This design comes from an exercise in tuning for small area, a short achievable clock period and few clock cycles per item on the open sky130 flow, not from production work. The RTL was checked by simulation tests, not by an equivalence proof against the original design.

==> run F: inputs <==
// env_gen
module env_gen (
    input  wire        clk,
    input  wire        rst,
    input  wire        cmd_valid,
    output wire        cmd_ready,
    input  wire [1:0]  cmd_op,
    input  wire [95:0] cmd_data,
    output wire        g_valid,
    input  wire        g_ready,
    output wire [31:0] gain
);
    localparam [31:0] ONE = 32'h3F80_0000;
    localparam [1:0] T_ON = 2'd0, T_OFF = 2'd1, T_MOP = 2'd2;
    localparam integer K  = 2;             
    localparam integer ND = 24 / K;        
    localparam integer S_I   = 0;          
    localparam integer S_P1  = 1;          
    localparam integer S_P2  = 2;          
    localparam integer S_P3  = 3;          
    localparam integer S_D0  = 4;          
    localparam integer S_T1  = S_D0 + ND;  
    localparam integer S_A1  = S_T1 + 1;   
    localparam integer S_A4  = S_T1 + 4;
    localparam integer S_M1  = S_T1 + 5;   
    localparam integer S_M2  = S_T1 + 6;
    localparam integer S_M3  = S_T1 + 7;
    localparam integer S_U1  = S_T1 + 8;   
    localparam integer S_U3  = S_T1 + 10;
    localparam integer NS    = S_U3 + 1;
    localparam integer W     = S_U3 - S_A4 + 1;
    reg [31:0] cA;
    reg [22:0] nAs, nRs;              
    reg [9:0]  nAe, nRe;              
    reg [36:0] nDS;                   
    reg [31:0] held, off;             
    reg [31:0] held_t;                
    reg [31:0] held_c, off_c;         
    reg [36:0] mu;                    
    reg        bv, bg;
    reg [1:0]  bop;
    reg [95:0] bd;
    reg [31:0] gq;
    reg [4:0]  wp, ip, cp;
    reg [NS-1:0] v;
    reg [1:0]    ty [0:NS-1];
    reg          rf [0:S_T1];
    reg [3:0]    cnt;                 
    reg          df;                  
    reg          cpend, cpon;         
    wire [4:0] inq    = wp - cp;
    wire       replay = (ip != wp);
    wire       rgate  = gq[ip];
    wire       cnt_ok = (cnt >= W - 1);
    wire       empty  = ~(|v) & ~replay & ~cpend;
    wire       r_issue = ~df & replay & (rgate | cnt_ok);
    wire       can_b  = ~df & ~replay &
                        ((bop == 2'd0) ? ((bg | cnt_ok) & (inq < 5'd30)) : empty);
    wire       consume = bv & can_b;
    wire       b_issue = consume & ~bop[0];                
    wire       issue   = r_issue | b_issue;
  ...
make LEC_CHECK=0 CAP_MARGIN=70 CORE_MARGIN=2 CORE_UTILIZATION=50 SLEW_MARGIN=70 SYNTH_HIERARCHICAL=1 finish   # period 18.5 ns
run.sh (not shown) runs the stock make flow with config.mk's settings and CLKGATE_MAP_FILE= SYNTH_SCRIPT=/design/flow/synth_recipe.tcl, a recipe that flattens the netlist after the stock synthesis.
==> run R (differences from run F) <==
--- a/flow/design.v
+++ b/flow/design.v
@@ -12,56 +12,52 @@
     wire [29:0] p3 = a[23:0] * b[23:18];
     wire [29:0] p2 = a[23:0] * b[17:12];
     wire [29:0] p1 = a[23:0] * b[11:6];
     wire [29:0] p0 = a[23:0] * b[5:0];
     assign o = {sp, sn, sy, zr, er0, p3, p2, p1, p0};
 endmodule
 module fp32_mul_b (
     input  wire [134:0] i,
-    output wire [44:0]  o
+    output wire [40:0]  o
 );
     wire [3:0]  hdr = i[134:131];
     wire [10:0] er0 = i[130:120];
     wire [29:0] p3 = i[119:90];
     wire [29:0] p2 = i[89:60];
     wire [29:0] p1 = i[59:30];
     wire [29:0] p0 = i[29:0];
     wire [47:0] p = {p3, 18'd0} + {6'd0, p2, 12'd0} + {12'd0, p1, 6'd0} + {18'd0, p0};
     wire [24:0] sg = p[47] ? p[47:23] : p[46:22];
     wire        st = p[47] ? (|p[22:0]) : (|p[21:0]);
     wire [10:0] er = p[47] ? er0 : (er0 - 11'd1);
-    wire signed [10:0] ers = er;
-    wire signed [10:0] shs = 11'sd1 - ers;
-    wire        neg = (ers < 11'sd1);
-    wire [4:0]  sh  = neg ? ((shs > 11'sd26) ? 5'd26 : shs[4:0]) : 5'd0;
-    wire        big = (ers >= 11'sd255);
-    assign o = {hdr, neg, big, sh, er[7:0], sg, st};
+    assign o = {hdr, er, sg, st};
 endmodule
 module fp32_mul_c (
-    input  wire [44:0] i,
+    input  wire [40:0] i,
     output reg  [31:0] y
 );
-    wire sp = i[44], sn = i[43], sy = i[42], zr = i[41];
-    wire        neg = i[40], big = i[39];
-    wire [4:0]  sh  = i[38:34];
-    wire [7:0]  er  = i[33:26];
+    wire sp = i[40], sn = i[39], sy = i[38], zr = i[37];
+    wire signed [10:0] er = i[36:26];
     wire [24:0] sg = i[25:1];
     wire        st = i[0];
+    wire        neg = (er < 11'sd1);
+    wire signed [10:0] shs = 11'sd1 - er;
+    wire [4:0]  sh  = neg ? ((shs > 11'sd26) ? 5'd26 : shs[4:0]) : 5'd0;
     wire [24:0] ss  = sg >> sh;
     wire        lost = |(sg & ~(25'h1FF_FFFF << sh));
     wire [7:0]  efield = neg ? 8'd0 : er[7:0];
     wire        rup = ss[0] & (st | lost | ss[1]);
     wire [30:0] magr = {efield, ss[23:1]} + {30'd0, rup};
     always @* begin
         if (sp)
             y = sn ? 32'h7FC0_0000 : {sy, 8'hFF, 23'd0};
         else if (zr)
             y = {sy, 31'd0};
-        else if (big)
+        else if (er >= 11'sd255)
             y = {sy, 8'hFF, 23'd0};
         else
             y = {sy, magr};
     end
 endmodule
 module fp32_add_a (
     input  wire [31:0] a,
     input  wire [31:0] b,
@@ -357,19 +353,19 @@
     localparam integer S_D0  = 4;          
     localparam integer S_T1  = S_D0 + ND;  
     localparam integer S_A1  = S_T1 + 1;   
     localparam integer S_A4  = S_T1 + 4;
     localparam integer S_M1  = S_T1 + 5;   
     localparam integer S_M2  = S_T1 + 6;
     localparam integer S_M3  = S_T1 + 7;
     localparam integer S_U1  = S_T1 + 8;   
-    localparam integer S_U3  = S_T1 + 10;
-    localparam integer NS    = S_U3 + 1;
-    localparam integer W     = S_U3 - S_A4 + 1;
+    localparam integer S_U4  = S_T1 + 11;
+    localparam integer NS    = S_U4 + 1;
+    localparam integer W     = S_U4 - S_A4 + 1;
     reg [31:0] cA;
     reg [22:0] nAs, nRs;              
     reg [9:0]  nAe, nRe;              
     reg [36:0] nDS;                   
     reg [31:0] held, off;             
     reg [31:0] held_t;                
     reg [31:0] held_c, off_c;         
     reg [36:0] mu;                    
@@ -427,31 +423,18 @@
         end
     end
     wire [36:0] uA, uR, uD;
     fp_unpk u_unA (.x(bd[31:0]),  .u(uA));
     fp_unpk u_unR (.x(bd[63:32]), .u(uR));
     fp_unpk u_unD (.x(bd[95:64]), .u(uD));
     wire [31:0] held_inc, held_t_inc, held_c_inc;
     fp_inc1 u_inc0 (.h(held),   .y(held_inc));
-    fp_inc1g u_inc1 (.h(held_t), .h1(h1), .y(held_t_inc));
-    fp_inc1g u_inc2 (.h(held_c), .h1(h1), .y(held_c_inc));
-    reg [31:0] h1;
-    reg        h1cap;
-    always @(posedge clk) begin
-        if (rst) begin
-            h1 <= ONE; h1cap <= 1'b0;
-        end else begin
-            h1cap <= consume && bop == 2'd2;
-            if (h1cap)
-                h1 <= held_inc;
-            else if (consume && bop[0])
-                h1 <= ONE;
-        end
-    end
+    fp_inc1 u_inc1 (.h(held_t), .y(held_t_inc));
+    fp_inc1 u_inc2 (.h(held_c), .y(held_c_inc));
     always @(posedge clk) begin
         if (rst) begin
             bv   <= 1'b0;
             cA   <= 32'h4596_0000;            
             nAs  <= 23'h16_0000;
             nAe  <= 10'd139;
             nRs  <= 23'h3B_8000;              
             nRe  <= 10'd141;
@@ -615,50 +598,54 @@
     wire [36:0]  mla = ty[S_A4][0] ? mu : nDS;
     wire [134:0] m1_n;
     fp32_mul_a u_m1 (.a(mla), .b(a4), .o(m1_n));
     reg [134:0] m1;
     reg [31:0]  m1_x, m2_x, m3_x, m3_p;
     always @(posedge clk) begin
         m1 <= m1_n; m1_x <= a4_x;
     end
-    wire [44:0] m2_n;
+    wire [40:0] m2_n;
     fp32_mul_b u_m2 (.i(m1), .o(m2_n));
-    reg [44:0] m2;
+    reg [40:0] m2;
     always @(posedge clk) begin
         m2 <= m2_n; m2_x <= m1_x;
     end
     wire [31:0] m3_n;
     fp32_mul_c u_m3 (.i(m2), .y(m3_n));
     always @(posedge clk) begin
         m3_p <= m3_n;
-        m3_x <= ty[S_M2][0] ? m3_n : m2_x;
+        m3_x <= (ty[S_M2] != T_OFF) ? m2_x
+              : ((m3_n[31] && m3_n[30:0] != 31'd0 && !(m3_n[30:23] == 8'hFF && m3_n[22:0] != 23'd0)) ? 32'd0 : m3_n);
     end
     wire [66:0] u1_n;
     fp32_add_a u_u1 (.a(m3_p), .b(ONE), .o(u1_n));
     reg [66:0] u1;
-    reg [31:0] u1_x, u2_x, u3_x;
+    reg [31:0] u1_x, u2_x, u3_x, u4_x, u4_r;
     always @(posedge clk) begin
         u1 <= u1_n; u1_x <= m3_x;
     end
     wire [40:0] u2_n;
     fp32_add_b u_u2 (.i(u1), .o(u2_n));
     reg [40:0] u2;
     always @(posedge clk) begin
         u2 <= u2_n; u2_x <= u1_x;
     end
     wire [41:0] u3_n;
     fp32_add_c1p u_u3 (.i(u2), .o(u3_n));
     reg [41:0] u3;
     always @(posedge clk) begin
         u3 <= u3_n; u3_x <= u2_x;
     end
-    wire [31:0] u4_r;
-    fp32_add_c2p u_u4 (.i(u3), .y(u4_r));
-    env_t6 u_t6 (.r(u4_r), .x(u3_x), .is_off(ty[NS-1][0]), .y(out6), .m(m6));
+    wire [31:0] u4_n;
+    fp32_add_c2p u_u4 (.i(u3), .y(u4_n));
+    always @(posedge clk) begin
+        u4_r <= u4_n; u4_x <= u3_x;
+    end
+    env_t6 u_t6 (.r(u4_r), .x(u4_x), .is_off(ty[NS-1][0]), .y(out6), .m(m6));
     always @(posedge clk) begin
         if (rst)
             mu <= {1'b1, 36'd0};
         else if (consume && bop[0])       
             mu <= {1'b1, 36'd0};
         else if (arr && ty[NS-1] != T_OFF)
             mu <= m6;
     end
@@ -686,40 +673,16 @@
         else if (e <= 8'd150)
             y = !s[24] ? {1'b0, e, s[22:0]}
               : ((s[0] & s[1]) ? {1'b0, e + 8'd1, s2[23:1]} : {1'b0, e + 8'd1, s[23:1]});
         else if (e == 8'd151)
             y = {1'b0, hc};
         else
             y = h;
     end
-endmodule
-module fp_inc1g (
-    input  wire [31:0] h,
-    input  wire [31:0] h1,
-    output reg  [31:0] y
-);
-    wire [7:0]  e  = h[30:23];
-    wire [23:0] hm = {1'b1, h[22:0]};
-    wire [4:0]  j  = 5'd31 & (8'd150 - e);
-    wire [24:0] oh = 25'd1 << j;
-    wire [24:0] s  = {1'b0, hm} + oh;
-    wire [24:0] s2 = {1'b0, hm} + oh + 25'd2;
-    wire [30:0] hc = h[30:0] + {30'd0, h[0]};
-    always @* begin
-        if (e < 8'd127)
-            y = h1;
-        else if (e <= 8'd150)
-            y = !s[24] ? {1'b0, e, s[22:0]}
-              : ((s[0] & s[1]) ? {1'b0, e + 8'd1, s2[23:1]} : {1'b0, e + 8'd1, s[23:1]});
-        else if (e == 8'd151)
-            y = {1'b0, hc};
-        else
-            y = h;
-    end
 endmodule
 module fp_unpk (
     input  wire [31:0] x,
     output wire [36:0] u
 );
     reg [4:0] lz;
     integer i;
     always @* begin
- CAP_MARGIN: 70 -> 60
- SLEW_MARGIN: 70 -> 60
==> comparison <==
Between run R and run F, the lower hold slack is in run R (gap 0.026 ns). Against run R, the fmax of run F is higher by about 6%. Of run F and run R, run F has the higher register-to-register slack (gap 0.81 ns). Against run R, the count of clock-buffer cells in the layout of run F is lower by 11. Between run R and run F, the lower die area is in run F (gap about 4%, measured against run F).
Testbench counts of run F, summed over its fixed seeds: cycles 2,372, items 2,048.
Testbench counts of run R, summed over its fixed seeds: cycles 2,394, items 2,048.

==> exp/yarrow <==
Another version of the RTL of env_gen (not shown whole).
Design env_gen, start of the top module:
module env_gen (
    input  wire        clk,
    input  wire        rst,
    input  wire        cmd_valid,
    output wire        cmd_ready,
    input  wire [1:0]  cmd_op,
    input  wire [95:0] cmd_data,
    output wire        g_valid,
    input  wire        g_ready,
    output wire [31:0] gain
);
    localparam [31:0] ONE = 32'h3F80_0000;
    localparam [1:0] T_ON = 2'd0, T_OFF = 2'd1, T_MOP = 2'd2;
    localparam integer K  = 2;             
    localparam integer ND = 24 / K;        
    localparam integer S_I   = 0;          
    localparam integer S_P1  = 1;          
    localparam integer S_P2  = 2;          
    localparam integer S_P3  = 3;          
    localparam integer S_D0  = 4;          
    localparam integer S_T1  = S_D0 + ND;  
    localparam integer S_A1  = S_T1 + 1;   
    localparam integer S_A4  = S_T1 + 4;
    localparam integer S_M1  = S_T1 + 5;   
    localparam integer S_M2  = S_T1 + 6;
    localparam integer S_M3  = S_T1 + 7;
  ...
Settings: LEC_CHECK=0, CAP_MARGIN=20, CORE_MARGIN=2, CORE_UTILIZATION=40, SLEW_MARGIN=20, SYNTH_HIERARCHICAL=1; clock period 18.5 ns.
==> inputs of exp/onyx, as changes to exp/yarrow <==
--- a/flow/design.v
+++ b/flow/design.v
@@ -1,33 +1,35 @@
 module fp32_mul_a (
     input  wire [36:0]  a,
     input  wire [36:0]  b,
-    output wire [110:0] o
+    output wire [134:0] o
 );
     wire a_z = a[36], a_i = a[35], b_z = b[36], b_i = b[35];
     wire sp = a_i | b_i;
     wire sn = (a_i & b_z) | (b_i & a_z);
     wire sy = a[34] ^ b[34];
     wire zr = a_z | b_z;
     wire [10:0] er0 = {a[33], a[33:24]} + {b[33], b[33:24]} - 11'd126;
-    wire [31:0] p2 = a[23:0] * b[23:16];
-    wire [31:0] p1 = a[23:0] * b[15:8];
-    wire [31:0] p0 = a[23:0] * b[7:0];
-    assign o = {sp, sn, sy, zr, er0, p2, p1, p0};
+    wire [29:0] p3 = a[23:0] * b[23:18];
+    wire [29:0] p2 = a[23:0] * b[17:12];
+    wire [29:0] p1 = a[23:0] * b[11:6];
+    wire [29:0] p0 = a[23:0] * b[5:0];
+    assign o = {sp, sn, sy, zr, er0, p3, p2, p1, p0};
 endmodule
 module fp32_mul_b (
-    input  wire [110:0] i,
+    input  wire [134:0] i,
     output wire [40:0]  o
 );
-    wire [3:0]  hdr = i[110:107];
-    wire [10:0] er0 = i[106:96];
-    wire [31:0] p2 = i[95:64];
-    wire [31:0] p1 = i[63:32];
-    wire [31:0] p0 = i[31:0];
-    wire [47:0] p = {p2, 16'd0} + {8'd0, p1, 8'd0} + {16'd0, p0};
+    wire [3:0]  hdr = i[134:131];
+    wire [10:0] er0 = i[130:120];
+    wire [29:0] p3 = i[119:90];
+    wire [29:0] p2 = i[89:60];
+    wire [29:0] p1 = i[59:30];
+    wire [29:0] p0 = i[29:0];
+    wire [47:0] p = {p3, 18'd0} + {6'd0, p2, 12'd0} + {12'd0, p1, 6'd0} + {18'd0, p0};
     wire [24:0] sg = p[47] ? p[47:23] : p[46:22];
     wire        st = p[47] ? (|p[22:0]) : (|p[21:0]);
     wire [10:0] er = p[47] ? er0 : (er0 - 11'd1);
     assign o = {hdr, er, sg, st};
 endmodule
 module fp32_mul_c (
     input  wire [40:0] i,
@@ -274,14 +276,65 @@
     wire [24:0] qs   = qv >> sht;
     wire        lost = |(qv & ~(25'h1FF_FFFF << sht));
     wire [7:0]  efq  = qneg ? 8'd0 : eqf[7:0];
     wire        rupq = qs[0] & (stf | lost | qs[1]);
     wire [30:0] magq = {efq, qs[23:1]} + {30'd0, rupq};
     assign q = z ? 32'd0 : ((!eqf[9] && eqf >= 10'd255) ? 32'h7F80_0000 : {1'b0, magq});
 endmodule
+module div_srt_rows #(
+    parameter integer K = 3
+) (
+    input  wire        is_off,
+    input  wire [22:0] nAs,
+    input  wire [22:0] nRs,
+    input  wire [26:0] wsi,
+    input  wire [26:0] wci,
+    input  wire [23:0] qpi,
+    input  wire [23:0] qni,
+    output reg  [26:0] wso,
+    output reg  [26:0] wco,
+    output reg  [23:0] qpo,
+    output reg  [23:0] qno
+);
+    wire [26:0] d = {3'b000, 1'b1, is_off ? nRs : nAs};
+    reg  [26:0] a, b, c;
+    reg  [4:0]  y;
+    reg         pos, neg;
+    integer k;
+    always @* begin
+        wso = wsi; wco = wci; qpo = qpi; qno = qni;
+        for (k = 0; k < K; k = k + 1) begin
+            y   = wso[25:21] + wco[25:21];             
+            pos = ~y[4];                               
+            neg = y[4] & (y != 5'b11111);              
+            a   = {wso[25:0], 1'b0};
+            b   = {wco[25:0], pos};                    
+            c   = pos ? ~d : (neg ? d : 27'd0);
+            wso = a ^ b ^ c;
+            wco = {((a & b) | (a & c) | (b & c)), 1'b0};
+            qpo = {qpo[22:0], pos};
+            qno = {qno[22:0], neg};
+        end
+    end
+endmodule
+module div_srt_fix (
+    input  wire [23:0] d,
+    input  wire [26:0] ws,
+    input  wire [26:0] wc,
+    input  wire [23:0] qp,
+    input  wire [23:0] qn,
+    output wire [23:0] qf,
+    output wire        st
+);
+    wire [26:0] r   = ws + wc;
+    wire        rn  = r[26];
+    wire [24:0] qi  = {1'b1, qp} - {1'b0, qn} - {24'd0, rn};
+    assign qf = qi[23:0];
+    assign st = rn ? (r != (27'd0 - {3'b000, d})) : (r != 27'd0);
+endmodule
 module env_gen (
     input  wire        clk,
     input  wire        rst,
     input  wire        cmd_valid,
     output wire        cmd_ready,
     input  wire [1:0]  cmd_op,
     input  wire [95:0] cmd_data,
@@ -458,23 +511,23 @@
             v <= {v[NS-2:0], issue};
         ty[0] <= ity;
         for (q = 1; q < NS; q = q + 1) ty[q] <= ty[q-1];
         rf[0] <= off_nz;
         for (q = 1; q <= S_T1; q = q + 1) rf[q] <= rf[q-1];
     end
     wire [36:0] p1_n;
-    div_norm u_dn (.is_off(ty[S_I] == T_OFF), .held(held), .off(off), .o(p1_n));
+    div_norm u_dn (.is_off(ty[S_I][0]), .held(held), .off(off), .o(p1_n));
     reg  [36:0] p1;
     always @(posedge clk) p1 <= p1_n;
     wire [34:0] p2_n;
     div_round u_dr (.i(p1), .o(p2_n));
     reg  [34:0] p2;
     always @(posedge clk) p2 <= p2_n;
     wire [34:0] p3_n;
-    div_first u_df (.i(p2), .is_off(ty[S_P2] == T_OFF), .nAs(nAs), .nAe(nAe),
+    div_first u_df (.i(p2), .is_off(ty[S_P2][0]), .nAs(nAs), .nAe(nAe),
                     .nRs(nRs), .nRe(nRe), .o(p3_n));
     reg [23:0] dr [0:ND];
     reg [9:0]  de [0:ND];
     reg        dz [0:ND];
     always @(posedge clk) begin
         dr[0] <= p3_n[34:11]; de[0] <= p3_n[10:1]; dz[0] <= p3_n[0];
     end
@@ -486,15 +539,15 @@
             wire [23:0] qin;
             if (g == 0) begin : q0
                 assign qin = 24'd0;
             end else begin : qn
                 assign qin = {{(24 - K * g){1'b0}}, dstage[g-1].qr};
             end
             wire [23:0] ro, qo;
-            div_rows #(.K(K)) u_rows (.is_off(ty[S_P3 + g] == T_OFF), .nAs(nAs), .nRs(nRs),
+            div_rows #(.K(K)) u_rows (.is_off(ty[S_P3 + g][0]), .nAs(nAs), .nRs(nRs),
                                       .ri(dr[g]), .qi(qin), .ro(ro), .qo(qo));
             always @(posedge clk) begin
                 dr[g+1] <= ro; qr <= qo[QW-1:0]; de[g+1] <= de[g]; dz[g+1] <= dz[g];
             end
         end
     endgenerate
     wire [31:0] qres;
@@ -507,15 +560,15 @@
         else if (df)
             held_t <= held_c;
         else if (consume && bop != 2'd0)
             held_t <= (bop == 2'd2) ? bd[31:0] : 32'd0;
         else if (v[S_T1-1] && ty[S_T1-1] == T_ON)
             held_t <= rf[S_T1-1] ? ONE : held_t_inc;
     end
-    wire        aoff = (ty[S_T1] == T_OFF);
+    wire        aoff = ty[S_T1][0];
     wire [31:0] u1a = aoff ? ONE : cA;
     wire [31:0] u1b = aoff ? t1_q : held_t;
     wire [66:0] a1_n;
     fp32_add_a u_a1 (.a(u1a), .b({~u1b[31], u1b[30:0]}), .o(a1_n));
     reg [66:0] a1;
     reg        a1_ge, a2_ge, a3_ge;
     reg [31:0] a1_x, a2_x, a3_x, a4_x;
@@ -538,18 +591,18 @@
     wire [9:0]  a4e;
     wire [23:0] a4f;
     fp32_add_c2u u_a4 (.i(a3), .un_z(a4z), .un_s(a4s), .un_e(a4e), .un_f(a4f));
     reg [36:0] a4;
     always @(posedge clk) begin
         a4 <= {a4z | a3_ge, 1'b0, a4s & ~a3_ge, a4e, a4f}; a4_x <= a3_x;
     end
-    wire [36:0]  mla = (ty[S_A4] == T_OFF) ? mu : nDS;
-    wire [110:0] m1_n;
+    wire [36:0]  mla = ty[S_A4][0] ? mu : nDS;
+    wire [134:0] m1_n;
     fp32_mul_a u_m1 (.a(mla), .b(a4), .o(m1_n));
-    reg [110:0] m1;
+    reg [134:0] m1;
     reg [31:0]  m1_x, m2_x, m3_x, m3_p;
     always @(posedge clk) begin
         m1 <= m1_n; m1_x <= a4_x;
     end
     wire [40:0] m2_n;
     fp32_mul_b u_m2 (.i(m1), .o(m2_n));
     reg [40:0] m2;
@@ -583,56 +636,51 @@
         u3 <= u3_n; u3_x <= u2_x;
     end
     wire [31:0] u4_n;
     fp32_add_c2p u_u4 (.i(u3), .y(u4_n));
     always @(posedge clk) begin
         u4_r <= u4_n; u4_x <= u3_x;
     end
-    env_t6 u_t6 (.r(u4_r), .x(u4_x), .is_off(ty[NS-1] == T_OFF), .y(out6), .m(m6));
+    env_t6 u_t6 (.r(u4_r), .x(u4_x), .is_off(ty[NS-1][0]), .y(out6), .m(m6));
     always @(posedge clk) begin
         if (rst)
             mu <= {1'b1, 36'd0};
         else if (consume && bop[0])       
             mu <= {1'b1, 36'd0};
         else if (arr && ty[NS-1] != T_OFF)
             mu <= m6;
     end
 endmodule
 module fp_inc1 (
     input  wire [31:0] h,
     output reg  [31:0] y
 );
-    reg [7:0]  e, ee;
-    reg [4:0]  d;
-    reg [47:0] ext;
-    reg        g, st, rup;
-    reg [25:0] s;
-    reg [4:0]  k;
+    wire [7:0]  e  = h[30:23];
+    wire [23:0] hm = {e != 8'd0, h[22:0]};
+    wire [7:0]  da = 8'd127 - ((e == 8'd0) ? 8'd1 : e);
+    wire [4:0]  d5 = (da > 8'd25) ? 5'd25 : da[4:0];
+    wire [24:0] x  = {hm, 1'b0} >> d5;
+    wire        sa = |({hm, 1'b0} & ~(25'h1FF_FFFF << d5));
+    wire        ra = x[0] & (sa | x[1]);
+    wire [23:0] xa = {1'b0, x[23:1]} + 24'd1;
+    wire [4:0]  j  = 5'd31 & (8'd150 - e);
+    wire [24:0] oh = 25'd1 << j;
+    wire [24:0] s  = {1'b0, hm} + oh;
+    wire [24:0] s2 = {1'b0, hm} + oh + 25'd2;
+    wire [30:0] hc = h[30:0] + {30'd0, h[0]};
     always @* begin
-        e  = h[30:23];
-        ee = (e == 8'd0) ? 8'd1 : e;
-        d   = (8'd127 - ee > 8'd26) ? 5'd26 : (5'd31 & (8'd127 - ee));
-        ext = {e != 8'd0, h[22:0], 24'd0} >> d;
-        k = 5'd31 & (8'd151 - e);             
-        s = {2'b01, h[22:0], 1'b0} + (26'd1 << k);
-        g = 1'b0; st = 1'b0; rup = 1'b0;
-        if (e < 8'd127) begin
-            g   = ext[23];
-            st  = |ext[22:0];
-            rup = g & (st | ext[24]);
-            y = {1'b0, 8'd127, ext[46:24]} + {31'd0, rup};
-        end else if (e > 8'd151) begin
+        if (e < 8'd127)
+            y = ra ? {1'b0, xa[23] ? 8'd128 : 8'd127, xa[22:0]} : {1'b0, 8'd127, x[23:1]};
+        else if (e <= 8'd150)
+            y = !s[24] ? {1'b0, e, s[22:0]}
+              : ((s[0] & s[1]) ? {1'b0, e + 8'd1, s2[23:1]} : {1'b0, e + 8'd1, s[23:1]});
+        else if (e == 8'd151)
+            y = {1'b0, hc};
+        else
             y = h;
-        end else if (s[25]) begin
-            rup = s[1] & (s[0] | s[2]);
-            y = {1'b0, e + 8'd1, s[24:2]} + {31'd0, rup};
-        end else begin
-            rup = s[0] & s[1];
-            y = {1'b0, e, s[23:1]} + {31'd0, rup};
-        end
     end
 endmodule
 module fp_unpk (
     input  wire [31:0] x,
     output wire [36:0] u
 );
     reg [4:0] lz;
@@ -666,12 +714,12 @@
             else if (!a[31])                       flt = a[30:0] < b[30:0];
             else                                   flt = a[30:0] > b[30:0];
         end
     endfunction
     wire [31:0] rel  = flt(r, SUSTAIN) ? SUSTAIN : r;
     wire        crel = flt(rel, x);
     wire [36:0] ur, ux;
-    fp_unpk u_ur (.x(rel), .u(ur));
+    assign ur = {1'b0, rel[30:23] == 8'hFF, rel[31], 2'b00, rel[30:23], 1'b1, rel[22:0]};   
     fp_unpk u_ux (.x(x),   .u(ux));
     assign y = is_off ? x : (crel ? rel : x);
     assign m = crel ? ur : ux;
 endmodule
==> out/qor.yml <==
outcome:
  status: "finished clean"
layout:
  multi_input_area_share_pct: 63.6
  nonClkBufAreaFrac_pct: 1.83
  seq_area_um2: 46800
synth:
  synth_area_per_cell_um2: 8.41
  synthCells: 22000
setup_path:
  regToRegEndpoint: "m3_x[30]$_DFF_P_"
  ff2ff_setup_slack_ns: 9.30
  crit_required_ns: 19.37
sta:
  maxSlewHeadroom_pct: 16.8
  final.setup_skew_ns: 0.0528
-- figures above: exp/onyx

==> out/qor.yml <==
outcome:
  status: "finished clean"
layout:
  seq_area_um2: 46300
  nonClkBufAreaFrac_pct: 1.86
setup_path:
  crit_required_ns: 19.35
  regToRegEndpoint: "m3_x[18]$_DFF_P_"
  ff2ff_setup_slack_ns: 9.82
synth:
  synth_area_per_cell_um2: 8.34
sta:
  final.setup_skew_ns: 0.0934
-- figures above: exp/yarrow

Testbench counts of exp/yarrow, summed over its fixed seeds: cycles 2,394, items 2,048.
Testbench counts of exp/onyx, summed over its fixed seeds: cycles 2,394, items 2,048.

afterwards: timing with drivers on the ports:
The flow's constraints put no driver on any port. The routed layouts listed below were extracted and timed again, unchanged, in two steps. Step 1: set_driving_cell puts a clkbuf_16 on clk and a buf_2 on each other input, an assumption about the parent block. Step 2 adds t to the input delays and takes it off the output delays; t is the mean of the earliest and latest rising clock arrival at the registers after step 1. Input paths then give back, and output paths get back, about the clock's delay inside the block. Three values: no drivers, after step 1, after step 2; two values: the first two.
run | t (ns) | setup WS [ns] | clock arrival spread, ns | cell pins on the clock port's net
run F | 1.016 | 11.218 / 11.111 / 11.601 | 0.051 / 0.051 | 1
run R | 1.022 | 10.787 / 10.787 / 10.787 | 0.068 / 0.068 | 1
exp/yarrow | 1.085 | 9.818 / 9.818 / 9.818 | 0.102 / 0.102 | 1
exp/onyx | 1.055 | 9.301 / 9.301 / 9.301 | 0.058 / 0.059 | 1
After both steps setup and hold are still met in every run listed.
